What follows belongs to an exercise in optimizing a design on an open flow for small area, a short achievable clock period and few clock cycles per item; a production flow would make more cautious choices. No run shown here included a check of the RTL's function; only the layout flow was run. Power figures rest on the tool's default switching activity, not on a simulated workload.

$ cat flow/design.v
module cidr_core (
    input  wire         clk,
    input  wire         rst,
    input  wire         cmd_valid,
    output wire         cmd_ready,
    input  wire [31:0]  cmd_word,
    input  wire [127:0] cmd_addr,
    output wire         rsp_valid,
    input  wire         rsp_ready,
    output wire [2:0]   rsp_status,
    output wire         rsp_info,
    output wire         rsp_flag,
    output wire [128:0] rsp_data
);
    genvar gi;
    reg         slot_valid [0:3];
    reg         slot_fam   [0:3];    
    reg [127:0] slot_base  [0:3];    
    reg [7:0]   slot_plen  [0:3];
    reg         slot_any   [0:3];    
    reg [6:0]   slot_last  [0:3];    
    reg  a_v;                        
    reg  rsp_v;                      
    wire adv   = ~rsp_v | rsp_ready;         
    wire a_en  = ~a_v | adv;                 
    wire a_go  = a_v & adv;                  
    assign cmd_ready = ~rst & a_en;
    assign rsp_valid = ~rst & rsp_v;
    wire [3:0]  op     = cmd_word[31:28];
    wire [1:0]  fam    = cmd_word[27:26];
    wire [1:0]  rs     = cmd_word[25:24];
    wire [1:0]  rd     = cmd_word[23:22];
    wire [15:0] plen_f = cmd_word[15:0];
    wire zero_ok  = (cmd_word[21:16] == 6'd0);
    wire plen_z   = (plen_f == 16'd0);
    wire rd_ok    = zero_ok & (fam == 2'd0) & (rd == 2'd0) & plen_z;
    wire d_mask   = (op == 4'h1) & zero_ok & (rs == 2'd0) & (rd == 2'd0);
    wire d_load   = (op == 4'h2) & zero_ok & (rs == 2'd0);
    wire d_repfx  = (op == 4'h3) & zero_ok & (fam == 2'd0);
    wire d_match  = (op == 4'h4) & zero_ok & (rd == 2'd0) & plen_z;
    wire d_rdb    = (op == 4'h5) & rd_ok;
    wire d_rdp    = (op == 4'h6) & rd_ok;
    wire d_rdm    = (op == 4'h7) & rd_ok;
    wire d_bsz    = (op == 4'h8) & rd_ok;
    wire d_free   = (op == 4'h9) & zero_ok & (fam == 2'd0) & (rs == 2'd0) & plen_z;
    wire d_sent  = (plen_f == 16'hFFFF);
    wire p_small = ~plen_f[15] & (plen_f[14:8] == 7'd0);
    wire d_le32  = p_small & (plen_f[7:6] == 2'd0) & (~plen_f[5] | (plen_f[4:0] == 5'd0));
    wire d_le128 = p_small & (~plen_f[7] | (plen_f[6:0] == 7'd0));
    wire [127:0] d_addr = {cmd_addr[127:96] & {32{~d_repfx}},
                           cmd_addr[95:0] & {96{fam[0] & ~d_repfx}}};
    wire [127:0] d_therm;
    generate
        for (gi = 0; gi < 128; gi = gi + 1) begin : g_dtherm
            assign d_therm[127 - gi] = plen_f[7] | (plen_f[6:0] > gi);
        end
    endgenerate
    wire [127:0] d_stray = cmd_addr & ~d_therm & {{32{1'b1}}, {96{fam[0]}}};
    wire [15:0]  d_lsp;
    generate
        for (gi = 0; gi < 16; gi = gi + 1) begin : g_lsp
            assign d_lsp[gi] = |d_stray[gi*8 +: 8];
        end
    endgenerate
    reg [127:0] a_addr;
    reg [15:0]  a_lsp;
    reg         a_mask, a_load, a_repfx, a_match, a_rdb, a_rdp, a_rdm, a_bsz, a_free;
    reg [1:0]   a_fam;
    reg [3:0]   a_rs;                
    reg [3:0]   a_bs;                
    reg [3:0]   a_rd;                
    reg [7:0]   a_p;
    reg         a_sent, a_le32, a_le128;
    always @(posedge clk) begin
        if (rst)
            a_v <= 1'b0;
        else if (a_en)
            a_v <= cmd_valid;
    end
    always @(posedge clk) begin
        if (a_en) begin
            a_addr  <= d_addr;
            a_lsp   <= d_lsp;
            a_mask  <= d_mask;
            a_load  <= d_load;
            a_repfx <= d_repfx;
            a_match <= d_match;
            a_rdb   <= d_rdb;
            a_rdp   <= d_rdp;
            a_rdm   <= d_rdm;
            a_bsz   <= d_bsz;
            a_free  <= d_free;
            a_fam   <= fam;
            a_rs    <= {rs == 2'd3, rs == 2'd2, rs == 2'd1, rs == 2'd0};
            a_bs    <= {rs == 2'd3, rs == 2'd2, rs == 2'd1, rs == 2'd0} & {4{~d_load}};
            a_rd    <= {rd == 2'd3, rd == 2'd2, rd == 2'd1, rd == 2'd0};
            a_p     <= plen_f[7:0];
            a_sent  <= d_sent;
            a_le32  <= d_le32;
            a_le128 <= d_le128;
        end
    end
    wire a_legal = a_mask | a_load | a_repfx | a_match | a_rdb | a_rdp |
                   a_rdm | a_bsz | a_free;
    wire         src_valid = (a_rs[0] & slot_valid[0]) | (a_rs[1] & slot_valid[1]) |
                             (a_rs[2] & slot_valid[2]) | (a_rs[3] & slot_valid[3]);
    wire         src_fam   = (a_rs[0] & slot_fam[0]) | (a_rs[1] & slot_fam[1]) |
                             (a_rs[2] & slot_fam[2]) | (a_rs[3] & slot_fam[3]);
    wire         src_any   = (a_rs[0] & slot_any[0]) | (a_rs[1] & slot_any[1]) |
                             (a_rs[2] & slot_any[2]) | (a_rs[3] & slot_any[3]);
    wire [7:0]   src_plen  = ({8{a_rs[0]}} & slot_plen[0]) | ({8{a_rs[1]}} & slot_plen[1]) |
                             ({8{a_rs[2]}} & slot_plen[2]) | ({8{a_rs[3]}} & slot_plen[3]);
    wire [6:0]   src_last  = ({7{a_rs[0]}} & slot_last[0]) | ({7{a_rs[1]}} & slot_last[1]) |
                             ({7{a_rs[2]}} & slot_last[2]) | ({7{a_rs[3]}} & slot_last[3]);
    wire [127:0] src_base  = ({128{a_bs[0]}} & slot_base[0]) | ({128{a_bs[1]}} & slot_base[1]) |
                             ({128{a_bs[2]}} & slot_base[2]) | ({128{a_bs[3]}} & slot_base[3]);
    wire [127:0] x = a_addr ^ src_base;
    wire op_fam   = a_repfx ? src_fam : a_fam[0];
    wire p_in_w   = op_fam ? a_le128 : a_le32;
    wire rng_ok   = a_sent | p_in_w;
    wire l_stray  = |a_lsp;
    wire r_stray  = src_any & ~a_p[7] & (src_last >= a_p[6:0]);
    wire con      = (a_load & ~a_fam[1]) | (a_repfx & src_valid);
    wire con_rng  = con & ~rng_ok;
    wire con_str  = con & rng_ok & (a_load ? l_stray : r_stray);
    wire wr_ok    = con & rng_ok & ~(a_load ? l_stray : r_stray);
    wire [127:0] m_therm;
    generate
        for (gi = 0; gi < 128; gi = gi + 1) begin : g_mtherm
            assign m_therm[127 - gi] = src_plen[7] | (src_plen[6:0] > gi);
        end
    endgenerate
    wire [127:0] mm = x & m_therm;
    wire [15:0]  n_mm;
    generate
        for (gi = 0; gi < 16; gi = gi + 1) begin : g_mm
            assign n_mm[gi] = |mm[gi*8 +: 8];
        end
    endgenerate
    wire n_mok = a_match & src_valid & (a_fam == {1'b0, src_fam});
    wire unsup    = (a_mask | a_load) & a_fam[1];
    wire empty    = (a_repfx | a_match | a_rdb | a_rdp | a_rdm | a_bsz) & ~src_valid;
    wire mask_err = a_mask & ~a_fam[1] & ~(a_fam[0] ? a_le128 : a_le32);
    wire [2:0] n_status = ~a_legal           ? 3'd5 :
                          unsup              ? 3'd2 :
                          empty              ? 3'd4 :
                          mask_err           ? 3'd3 :
                          (con_rng | con_str) ? 3'd1 : 3'd0;
    wire [127:0] lb_any0;
    generate
        for (gi = 0; gi < 128; gi = gi + 1) begin : g_lb0
            assign lb_any0[gi] = a_addr[127 - gi];
        end
    endgenerate
    wire [63:0]  lb_any1;  wire [63:0]  lb_pos1;
    wire [31:0]  lb_any2;  wire [63:0]  lb_pos2;
    wire [15:0]  lb_any3;  wire [47:0]  lb_pos3;
    wire [7:0]   lb_any4;  wire [31:0]  lb_pos4;
    wire [3:0]   lb_any5;  wire [19:0]  lb_pos5;
    wire [1:0]   lb_any6;  wire [11:0]  lb_pos6;
    wire         lb_any7;  wire [6:0]   lb_pos7;
    generate
        for (gi = 0; gi < 64; gi = gi + 1) begin : g_lb1
            assign lb_any1[gi] = lb_any0[2*gi] | lb_any0[2*gi+1];
            assign lb_pos1[gi] = lb_any0[2*gi+1];
        end
        for (gi = 0; gi < 32; gi = gi + 1) begin : g_lb2
            assign lb_any2[gi] = lb_any1[2*gi] | lb_any1[2*gi+1];
            assign lb_pos2[2*gi +: 2] = lb_any1[2*gi+1] ? {1'b1, lb_pos1[2*gi+1]} : {1'b0, lb_pos1[2*gi]};
        end
        for (gi = 0; gi < 16; gi = gi + 1) begin : g_lb3
            assign lb_any3[gi] = lb_any2[2*gi] | lb_any2[2*gi+1];
            assign lb_pos3[3*gi +: 3] = lb_any2[2*gi+1] ? {1'b1, lb_pos2[2*(2*gi+1) +: 2]} : {1'b0, lb_pos2[2*(2*gi) +: 2]};
        end
        for (gi = 0; gi < 8; gi = gi + 1) begin : g_lb4
            assign lb_any4[gi] = lb_any3[2*gi] | lb_any3[2*gi+1];
            assign lb_pos4[4*gi +: 4] = lb_any3[2*gi+1] ? {1'b1, lb_pos3[3*(2*gi+1) +: 3]} : {1'b0, lb_pos3[3*(2*gi) +: 3]};
        end
        for (gi = 0; gi < 4; gi = gi + 1) begin : g_lb5
            assign lb_any5[gi] = lb_any4[2*gi] | lb_any4[2*gi+1];
            assign lb_pos5[5*gi +: 5] = lb_any4[2*gi+1] ? {1'b1, lb_pos4[4*(2*gi+1) +: 4]} : {1'b0, lb_pos4[4*(2*gi) +: 4]};
        end
        for (gi = 0; gi < 2; gi = gi + 1) begin : g_lb6
            assign lb_any6[gi] = lb_any5[2*gi] | lb_any5[2*gi+1];
            assign lb_pos6[6*gi +: 6] = lb_any5[2*gi+1] ? {1'b1, lb_pos5[5*(2*gi+1) +: 5]} : {1'b0, lb_pos5[5*(2*gi) +: 5]};
        end
    endgenerate
    assign lb_any7 = lb_any6[0] | lb_any6[1];
    assign lb_pos7 = lb_any6[1] ? {1'b1, lb_pos6[11:6]} : {1'b0, lb_pos6[5:0]};
    wire       wr_en    = a_go & wr_ok;
    wire       free_en  = a_go & a_free;
    wire [7:0] new_plen = a_sent ? (op_fam ? 8'd128 : 8'd32) : a_p;
    wire       new_any  = a_repfx ? src_any  : lb_any7;
    wire [6:0] new_last = a_repfx ? src_last : lb_pos7;
    integer s;
    always @(posedge clk) begin
        if (rst) begin
            for (s = 0; s < 4; s = s + 1)
                slot_valid[s] <= 1'b0;
        end else begin
            for (s = 0; s < 4; s = s + 1) begin
                if (wr_en & a_rd[s])
                    slot_valid[s] <= 1'b1;
                else if (free_en & a_rd[s])
                    slot_valid[s] <= 1'b0;
            end
        end
    end
    always @(posedge clk) begin
        for (s = 0; s < 4; s = s + 1) begin
            if (wr_en & a_rd[s]) begin
                slot_fam[s]  <= op_fam;
                slot_base[s] <= x;
                slot_plen[s] <= new_plen;
                slot_any[s]  <= new_any;
                slot_last[s] <= new_last;
            end
        end
    end
    reg [2:0]   q_status;
    reg         q_info;
    reg         q_mok;       
    reg [15:0]  q_mm;
    reg         q_mask;      
    reg [3:0]   q_base;      
    reg         q_plen;      
    reg         q_bsz;       
    reg         q_fam;
    reg [7:0]   q_p;
    wire ok_rd = src_valid;
    always @(posedge clk) begin
        if (rst)
            rsp_v <= 1'b0;
        else if (adv)
            rsp_v <= a_v;
    end
    always @(posedge clk) begin
        if (a_go) begin
            q_status <= n_status;
            q_info   <= con_str;
            q_mok    <= n_mok;
            q_mm     <= n_mm;
            q_mask   <= (a_mask & ~a_fam[1] & (a_fam[0] ? a_le128 : a_le32)) | (a_rdm & ok_rd);
            q_base   <= a_rs & {4{a_rdb & ok_rd}};
            q_plen   <= a_rdp & ok_rd;
            q_bsz    <= a_bsz & ok_rd;
            q_fam    <= src_fam;
            q_p      <= a_mask ? a_p : src_plen;
        end
    end
    assign rsp_status = q_status;
    assign rsp_info   = q_info;
    assign rsp_flag   = q_mok & ~|q_mm;
    wire [127:0] o_therm;
    generate
        for (gi = 0; gi < 128; gi = gi + 1) begin : g_otherm
            assign o_therm[127 - gi] = q_p[7] | (q_p[6:0] > gi);
        end
    endgenerate
    wire [128:0] o_oh  = {1'b1, o_therm} & ~{o_therm, 1'b0};
    wire [128:0] o_bsz = q_fam ? o_oh : {96'd0, o_oh[128:96]};
    wire [127:0] o_base = ({128{q_base[0]}} & slot_base[0]) |
                          ({128{q_base[1]}} & slot_base[1]) |
                          ({128{q_base[2]}} & slot_base[2]) |
                          ({128{q_base[3]}} & slot_base[3]);
    assign rsp_data = ({129{q_mask}} & {1'b0, o_therm}) |
                      {1'b0, o_base} |
                      ({129{q_plen}} & {121'd0, q_p}) |
                      ({129{q_bsz}}  & o_bsz);
endmodule
$ cat flow/run.sh
#!/bin/bash
# synth_recipe.tcl (not shown) runs the flow's synth.tcl, then flattens the netlist and writes it again
# the make line also repeats each setting of config.mk as NAME=value (left out here)
make -C /OpenROAD-flow-scripts/flow DESIGN_CONFIG=/design/flow/config.mk WORK_HOME=/design/flow/orfs CLKGATE_MAP_FILE= SYNTH_SCRIPT=/design/flow/synth_recipe.tcl finish
$ cat flow/config.mk
export PLATFORM = sky130hd
export DESIGN_NAME = cidr_core
export DESIGN_NICKNAME = cidr_core
export VERILOG_FILES = /design/flow/design.v
export SDC_FILE = /design/flow/constraint.sdc
export NUM_CORES = 4
export LEC_CHECK = 0
export CAP_MARGIN = 20
export CORE_MARGIN = 2
export CORE_UTILIZATION = 40
export SLEW_MARGIN = 20
$ cat flow/constraint.sdc
create_clock -name core_clock -period 6.0 [get_ports {clk}]
set_input_delay 1.2000 -clock core_clock [delete_from_list [all_inputs] [get_ports {clk}]]
set_output_delay 1.2000 -clock core_clock [all_outputs]
set_load 0.01 [all_outputs]
==> notes.md, run 1 <==
switching fraction of total power=26.63%; CTS Sinks=between 700 and 800; post-route insts no fill=roughly 5300; Post-Synthesis Cell Area=40960 um^2; fillers=9265; TritonCTS buffer count=83; Setup crit end=rsp_data[95]; Combinational Power Share=14.0%; Seq/Total Area, Yosys=58.36%; Die Y=324.0 um; RD Place Congestion=about 1.0; clock period minus final worst setup slack=5.567 ns; die area=105000 um^2; clock tree buffer depth=3; post-synthesis register bit count=798; Synth Area in XOR/XNOR=2.801%; Psw=around 3.6 mW; Final setup viols=0; R2R Path Start=a_rs[2]$_DFFE_PN_; family with the most delay on the worst path=compound AO/OA/AOI/OAI gates; largest family of logic cells by synthesized area=compound AO/OA/AOI/OAI gates; first-pass GRT wire length=250.0 mm; Crit. Startpoint=q_p[2]$_DFFE_PP_; post-CTS setup buffer count=0; WL final=between 150 and 200 mm; Die Span X=324.0 um; Post-Synth Adder-Cell Area=less than 1%; critical-path cell list=buf_4 -> nor2_1 -> nand2_1 -> a21oi_1 -> a21oi_1 -> o311ai_0 -> clkdlybuf4s50_1; Final Hold Fails=0; clk_skew=0.02381 ns; CTS root buffer=clkbuf_16; DRT iter0 DRCs=between 6000 and 7000; CP Class=flop to primary output; Internal Power=approximately 10 mW; status=timing/DRC/antenna clean; CP max stage cell=o311ai_0; Post-synth EDFFs=~790; DP Area=45790 um^2; Crit path buffers/inverters=2; CTS clock-pin slew for the worst setup and hold paths=around 0.07 ns; Max rail drop VDD=0.0001939 V; fin crit share=between 90% and 100%; num rows=between 100 and 150; post-DR wirelength/cell=34.28 um; CTS tree=built; Post-Place Setup Slack=1.169 ns; IO buf count=299; RSZ-0062 raised after global routing=false; relative slew slack=22.31%; Final HPWL DP=135.9 mm; H-tree levels=3; fraction of layout cells with a size suffix above 1=7.749%; Worst EP required=4.80 ns; Arr. time, crit path=4.37 ns; syn avg cell area=11.38 um^2; Final Worst Setup Slack=0.4328 ns; antenna violations before repair=11; Peak Freq=179.6 MHz; WP depth=7; pwr dens=280.9 nW/um^2; Hold Buf Count CTS=0; Starting Density=40.31%; Pleak=roughly 16 nW; GRT Total Usage=33.79%; final instance area=48520 um^2; clock latency (worst-skew pair)=0.66 ns; Worst-Margin Slew=1.153 ns; Syn. warnings=7; Post-Syn Instances=3600; reg-to-reg endpoint=slot_base[2][115]$_DFFE_PP_; multiplexer share of the synthesized area=0.3880%; Final #Nets=4017; most frequent cells in the layout=edfxtp_1 (792), clkdlybuf4s50_1 (298), a22oi_1 (265); grt total ovfl=0; Area growth, synth to finish=18.48%; Unique masters post-synth=86; clock power share=38.2%; Seq pwr share=~48%; Reg2Reg Setup Slack=between 1 and 1.5 ns; hold crit path type=flop to flop; drt drc=0; Compound-Gate Fraction of Synth Area=around 22%; Post-CTS Resized=0; post-synth net total=roughly 3800; FFs w/ async S/R, synth=0%; Worst path most repeated cell=a21oi_1; crit path max fanout=17; Simple-Gate Fraction of Synth Area=between 10 and 15%; Vias per Instance=6.629; commonest non-fill, non-tap cell in the layout=edfxtp_1; max_cap viols=0; ANT nets after route=0; Pre-antenna DRT Iters=8; Worst setup EP type=primary output; via count=between 30000 and 40000; Max Slew Vio Count=0; largest net degree at the start of global routing=96; Placed Instances=between 5000 and 6000; IO Pins=300; CP startpoint kind=flop; Most used DFF post-synth=edfxtp_1; slowest stage delay, CP=0.70 ns; core outline area=101600 um^2; vias in the first global route=roughly 33000; worst r2r path cells=10
==> final cells by class <==
| cell class | instances | area, um^2 | share of cell area, % |
|---|---|---|---|
| Tap cell | 1368 | 1712 | 3.527 |
| Inverter | 59 | 221.5 | 0.4564 |
| Sequential cell | 798 | 23900 | 49.26 |
| Clock buffer | 100 | 2192 | 4.518 |
| Multi-Input combinational cell | 2468 | 15730 | 32.42 |
| Antenna cell | 6 | 15.01 | 0.03094 |
| Timing Repair Buffer | 436 | 4217 | 8.690 |
| Clock inverter | 49 | 530.5 | 1.093 |
==> Yosys cell counts, types with 16 or more instances <==
| cell type | instances | area [um^2] |
|---|---|---|
| nor2b_1 | 28 | 175.2 |
| buf_1 | 35 | 131.4 |
| nand3_1 | 116 | 580.6 |
| and2_1 | 149 | 932.1 |
| inv_1 | 58 | 217.7 |
| nand2_1 | 215 | 807.0 |
| a222oi_1 | 21 | 210.2 |
| buf_2 | 25 | 125.1 |
| xor2_1 | 24 | 210.2 |
| a22o_1 | 138 | 1209 |
| nor4_1 | 45 | 281.5 |
| edfxtp_1 | 792 | 23780 |
| a21oi_1 | 198 | 991.0 |
| xnor2_1 | 107 | 937.2 |
| or3_1 | 22 | 137.6 |
| a31oi_1 | 44 | 275.3 |
| a211oi_1 | 16 | 120.1 |
| a221oi_1 | 134 | 1174 |
| clkbuf_1 | 206 | 773.2 |
| nor3_1 | 73 | 365.4 |
| nor2_1 | 249 | 934.7 |
| a21o_1 | 18 | 135.1 |
| a21boi_0 | 16 | 120.1 |
| o21bai_1 | 18 | 135.1 |
| o31ai_1 | 17 | 127.6 |
| nand2b_1 | 24 | 150.1 |
| nand4_1 | 44 | 275.3 |
| o2111ai_1 | 16 | 140.1 |
| and3_1 | 21 | 131.4 |
| o22ai_1 | 48 | 300.3 |
| o21ai_0 | 190 | 950.9 |
| a22oi_1 | 265 | 1989 |
==> flip-flops by register name, indices dropped and copies added (netlist names), 2 cells and up <==
signal,count
a_addr,128
slot_valid,4
slot_last,28
a_rd,4
q_mm,16
slot_plen,32
q_status,3
a_bs,2
slot_fam,4
q_base,4
q_p,8
slot_base,512
a_lsp,16
a_fam,2
a_rs,3
a_p,8
slot_any,4
==> worst min-delay path: stages (launching register included) <==
cell       delay (ns)
dfxtp_1          0.30
o21ai_0          0.07
o2bb2ai_1        0.07
==> layer usage <==
layer  global-route usage [%]  wire, um  vias up
met5                        0        63        -
met4                    15.65      9335       10
met3                    6.281     20080      366
met2                    50.33     78720     2527
met1                    47.74     72950    17310
li1                         -         -    14820
==> worst min-delay path by stage <==
stage / to / cells after the start / start / slack (ns)
after floorplan: slot_valid[2]$_SDFFE_PP0P_ / 2 / slot_valid[2]$_SDFFE_PP0P_ / 0.46
after global placement: slot_valid[3]$_SDFFE_PP0P_ / 2 / slot_valid[3]$_SDFFE_PP0P_ / 0.48
after detailed placement: slot_valid[3]$_SDFFE_PP0P_ / 2 / slot_valid[3]$_SDFFE_PP0P_ / 0.48
after CTS: slot_valid[3]$_SDFFE_PP0P_ / 2 / slot_valid[3]$_SDFFE_PP0P_ / 0.49
after global routing: slot_valid[3]$_SDFFE_PP0P_ / 2 / slot_valid[3]$_SDFFE_PP0P_ / 0.53
final: slot_valid[3]$_SDFFE_PP0P_ / 2 / slot_valid[3]$_SDFFE_PP0P_ / 0.49
==> logic make-up (layout without fill, tap and decap cells) <==
family / Yosys count / in the layout
fa+ha+maj: 9 / 9
buf+inv: 334 / 644
compound gates: 1270 / 1270
other cells: 0 / 6
simple gates: 1043 / 1043
xor+xnor: 131 / 131
mux: 15 / 15
flops: 798 / 798
==> per-stage QoR <==
stage	util, %	setup TNS [ns]	hold WS, ns	power [mW]
4_1_cts	47.75	0	0.4917	13.59
2_1_floorplan	-	-13.84	0.4587	7.512
3_5_place_dp	45.07	0	0.4831	8.456
3_3_place_gp	45.06	0	0.4772	8.459
6_report	47.76	0	0.4895	13.63
5_1_grt	47.75	0	0.5274	13.94
==> power by group through the flow <==
stage / clock [mW] / combinational [mW] / sequential, mW
floorplan: 0 / 1.02 / 6.49
global route: 5.45 / 1.99 / 6.51
finish: 5.21 / 1.91 / 6.51
CTS: 5.24 / 1.85 / 6.50
detailed placement: 0 / 1.84 / 6.61
global placement: 0 / 1.85 / 6.61
==> run 2: changes to the inputs <==
--- a/flow/config.mk
+++ b/flow/config.mk
@@ -6,6 +6,8 @@
 export NUM_CORES = 4
 export LEC_CHECK = 0
+export ABC_CLOCK_PERIOD_IN_PS = 3000
 export CAP_MARGIN = 20
 export CORE_MARGIN = 2
 export CORE_UTILIZATION = 40
+export SETUP_SLACK_MARGIN = 2.5
 export SLEW_MARGIN = 20
==> run 2 against run 1 <==
  * Still clean
  * Maximum frequency is 32% higher
  * Cell count is 9.3% higher
  * Die area stayed put
  * Synthesized cell count stayed put
  * Sequential power hardly changed
  * Worst setup slack better by 1.3 ns
  * Routed wire length is 17% higher
  * Clock-buffer cell count is 7 higher
  * Critical path type unchanged
  * Largest cell class unchanged
  * Highest routed layer unchanged
==> notes.md, run 2 <==
register with the highest flop count=slot_base; Worst EP required=4.80 ns; count leader, synth=edfxtp_1; Final #Nets=4508; Max rail drop VDD=0.0002110 V; largest net degree at the start of global routing=121; Synth top cells by count=edfxtp_1 (792), a22oi_1 (265), nor2_1 (249); Worst-Margin Slew=1.120 ns; DRT iter0 DRCs=6945; grt total ovfl=0; WL final=approximately 210 mm; Unique masters post-synth=86; Vias per Instance=6.884; clock tree buffer depth=3; Placed Instances=5128; post-synthesis register bit count=798; clock latency (worst-skew pair)=a little under 0.7 ns; max reg flops=512; IO buf count=299; Pre-antenna DRT Iters=9; ANT nets after route=0; num rows=~120; die area=105000 um^2; slowest stage delay, CP=0.96 ns; H-tree levels=3; antenna violations before repair=10; core outline area=101600 um^2; GRT Total Usage=36.62%; Seq/Total Area, Yosys=58.36%; vias in the first global route=35200; Max Slew Vio Count=0; TritonCTS buffer count=83; RD Place Congestion=1.023; Final Hold Fails=0; post-route insts no fill=5774; CTS clock-pin slew for the worst setup and hold paths=0.06 ns; Peak Freq=approximately 240 MHz; Die Y=324.0 um; max_cap viols=0; drt drc=0; most frequent cells in the layout=edfxtp_1 (792), buf_4 (317), a22oi_1 (240); critical-path cell list=buf_12 -> buf_16 -> a222oi_1 -> nand4_1 -> buf_2; biggest regs=slot_base x512, a_addr x128, slot_plen x32; post-synth net total=3771; Post-Syn Instances=3600; FFs w/ async S/R, synth=0%; IO Pins=300; Synth top area share=58.07%; crit path max fanout=6; Worst setup EP type=primary output; CP max stage cell=a222oi_1; setup TNS=0 ns; syn avg cell area=11.38 um^2; Arr. time, crit path=slightly above 3 ns; relative slew slack=25.33%; RSZ-0062 raised after global routing=true; synth top area cells=edfxtp_1 (58%), a22oi_1 (4.9%), a22o_1 (3.0%), a221oi_1 (2.9%), a21oi_1 (2.4%); CP Class=flop to primary output; CTS Sinks=about 800; met2 GRT Util=a little over half; commonest non-fill, non-tap cell in the layout=edfxtp_1; largest area contributor in the netlist=edfxtp_1; Final HPWL DP=~130 mm; CP startpoint kind=flop; clock period minus final worst setup slack=4.218 ns; fin crit share=approximately 70%; post-DR wirelength/cell=36.56 um; Most used DFF post-synth=edfxtp_1; first-pass GRT wire length=271.1 mm; Post-synth EDFFs=between 700 and 800; clk_skew=0.03900 ns; Area growth, synth to finish=43.30%; Final Worst Setup Slack=1.782 ns; CTS tree=built; fraction of layout cells with a size suffix above 1=32.71%; Syn. warnings=7; met1 Track Usage GR=49.59%; pwr dens=243.8 nW/um^2; Starting Density=40.31%; Post-Place Setup Slack=about 1.3 ns; global routing's busiest layer=met2; Final setup viols=0; via count=39750; status=timing/DRC/antenna clean; Post-Synthesis Cell Area=40960 um^2; CTS root buffer=clkbuf_16; Pleak=20.37 nW; hold crit path type=flop to flop; Die Span X=between 300 and 400 um; met3 Use GR=between 8 and 9%
==> run 2: cell counts after synthesis <==
Identical to the previous run, type by type.
==> run 2: cell families after synthesis <==
family                     Yosys count  share of synthesized area [%]
AOI/OAI and AO/OA                 1270                          22.08
xor gates and xnor gates           131                          2.801
adders and majority gates            9                         0.2627
buffers and inverters              334                          3.284
DFF                                798                          58.36
muxes                               15                         0.3880
and+or+nand+nor                   1043                          12.82
==> run 2: critical path: cells and delay by family (launching register included) <==
family	cells	cell delay (ns)
buffers and inverters	3	0.56
flip-flops	1	0.42
AO/OA/AOI/OAI	1	0.96
AND/OR/NAND/NOR	1	0.40
==> run 2: area by class of cell <==
type,count,area [um^2]
inverter,59,227.7
tap,1368,1712
clock inverter,40,437.9
multi-input combinational,2472,19740
timing repair buffer,923,10390
antenna,7,17.52
clock buffer,107,2262
fill,8150,42900
sequential,798,23900
==> run 2: final timing paths <==
path                                                  from                         end  slack [ns]  cells past startpoint
worst min register to register  slot_valid[0]$_SDFFE_PP0P_  slot_valid[0]$_SDFFE_PP0P_        0.49                      2
worst min-delay path            slot_valid[0]$_SDFFE_PP0P_  slot_valid[0]$_SDFFE_PP0P_        0.49                      2
worst max-delay path                   q_base[0]$_DFFE_PP_                rsp_data[24]        1.78                      5
worst max register to register           a_bs[1]$_DFFE_PN_           q_mm[9]$_DFFE_PP_        2.39                     10
==> run 2: what timing repair did <==
| item | in CTS | in global routing |
|---|---|---|
| resized for setup | 1286 | 496 |
| setup buffers | 262 | 160 |
| pin swaps | 195 | 238 |
| setup endpoints to repair | 745 | 721 |
| gates cloned | 29 | 41 |
| hold buffers | 0 | 0 |
==> run 2: layer usage <==
metal | part of all wire, % | vias up | routed length (um)
li1 | - | 15850 | -
met1 | 36 | 19360 | 76980
met2 | 42 | 3685 | 89050
met3 | 14 | 840 | 28820
met4 | 7.7 | 6 | 16230
met5 | 0.016 | - | 34
==> run 2: where the power goes <==
| part | internal [mW] | leakage (nW) | total [mW] | switching [mW] |
|---|---|---|---|---|
| sequential | 6.32 | 7.51 | 6.50 | 0.172 |
| clock | 3.01 | 1.31 | 5.25 | 2.24 |
| combinational | 0.973 | 11.6 | 2.56 | 1.59 |
==> run 2: metrics by stage <==
| step | hold slack, ns | area, um^2 | power, mW | utilization [%] |
|---|---|---|---|---|
| 5_1_grt | 0.5345 | 58680 | 14.58 | 57.76 |
| 6_report | 0.4864 | 58690 | 14.31 | 57.77 |
| 3_5_place_dp | 0.4805 | 45760 | 8.443 | 45.04 |
| 2_1_floorplan | 0.4587 | 41050 | 7.518 | - |
| 4_1_cts | 0.4891 | 54470 | 13.93 | 53.61 |
| 3_3_place_gp | 0.4684 | 45760 | 8.443 | 45.04 |

## separate check: timing with driven ports
No port has a modelled driver above. Below, the same layouts with a new extraction and two added sets of constraints. Step 1 (the two cells are an assumption about what drives the block):
set clk [get_ports {clk}]
set_driving_cell -lib_cell sky130_fd_sc_hd__clkbuf_16 $clk
set_driving_cell -lib_cell sky130_fd_sc_hd__buf_2 [delete_from_list [all_inputs] $clk]
Step 2, shift: input delay + t, output delay - t, t = (earliest + latest rising clock arrival at the registers) / 2. This alone moves slack from input paths to output paths. a / b / c = ideal ports / drivers / drivers and shift; a / b = the first two.
| run | t, ns | setup WS [ns] | worst setup path after step 2 | worst data-port slew with drivers (ns) |
|---|---|---|---|---|
| run 1 | 0.712 | 0.433 / 0.366 / 1.078 | register to output | 0.05 |
| run 2 | 0.735 | 1.782 / 1.706 / 1.874 | input to register | 0.06 |
After both steps setup and hold are still met in every run listed.
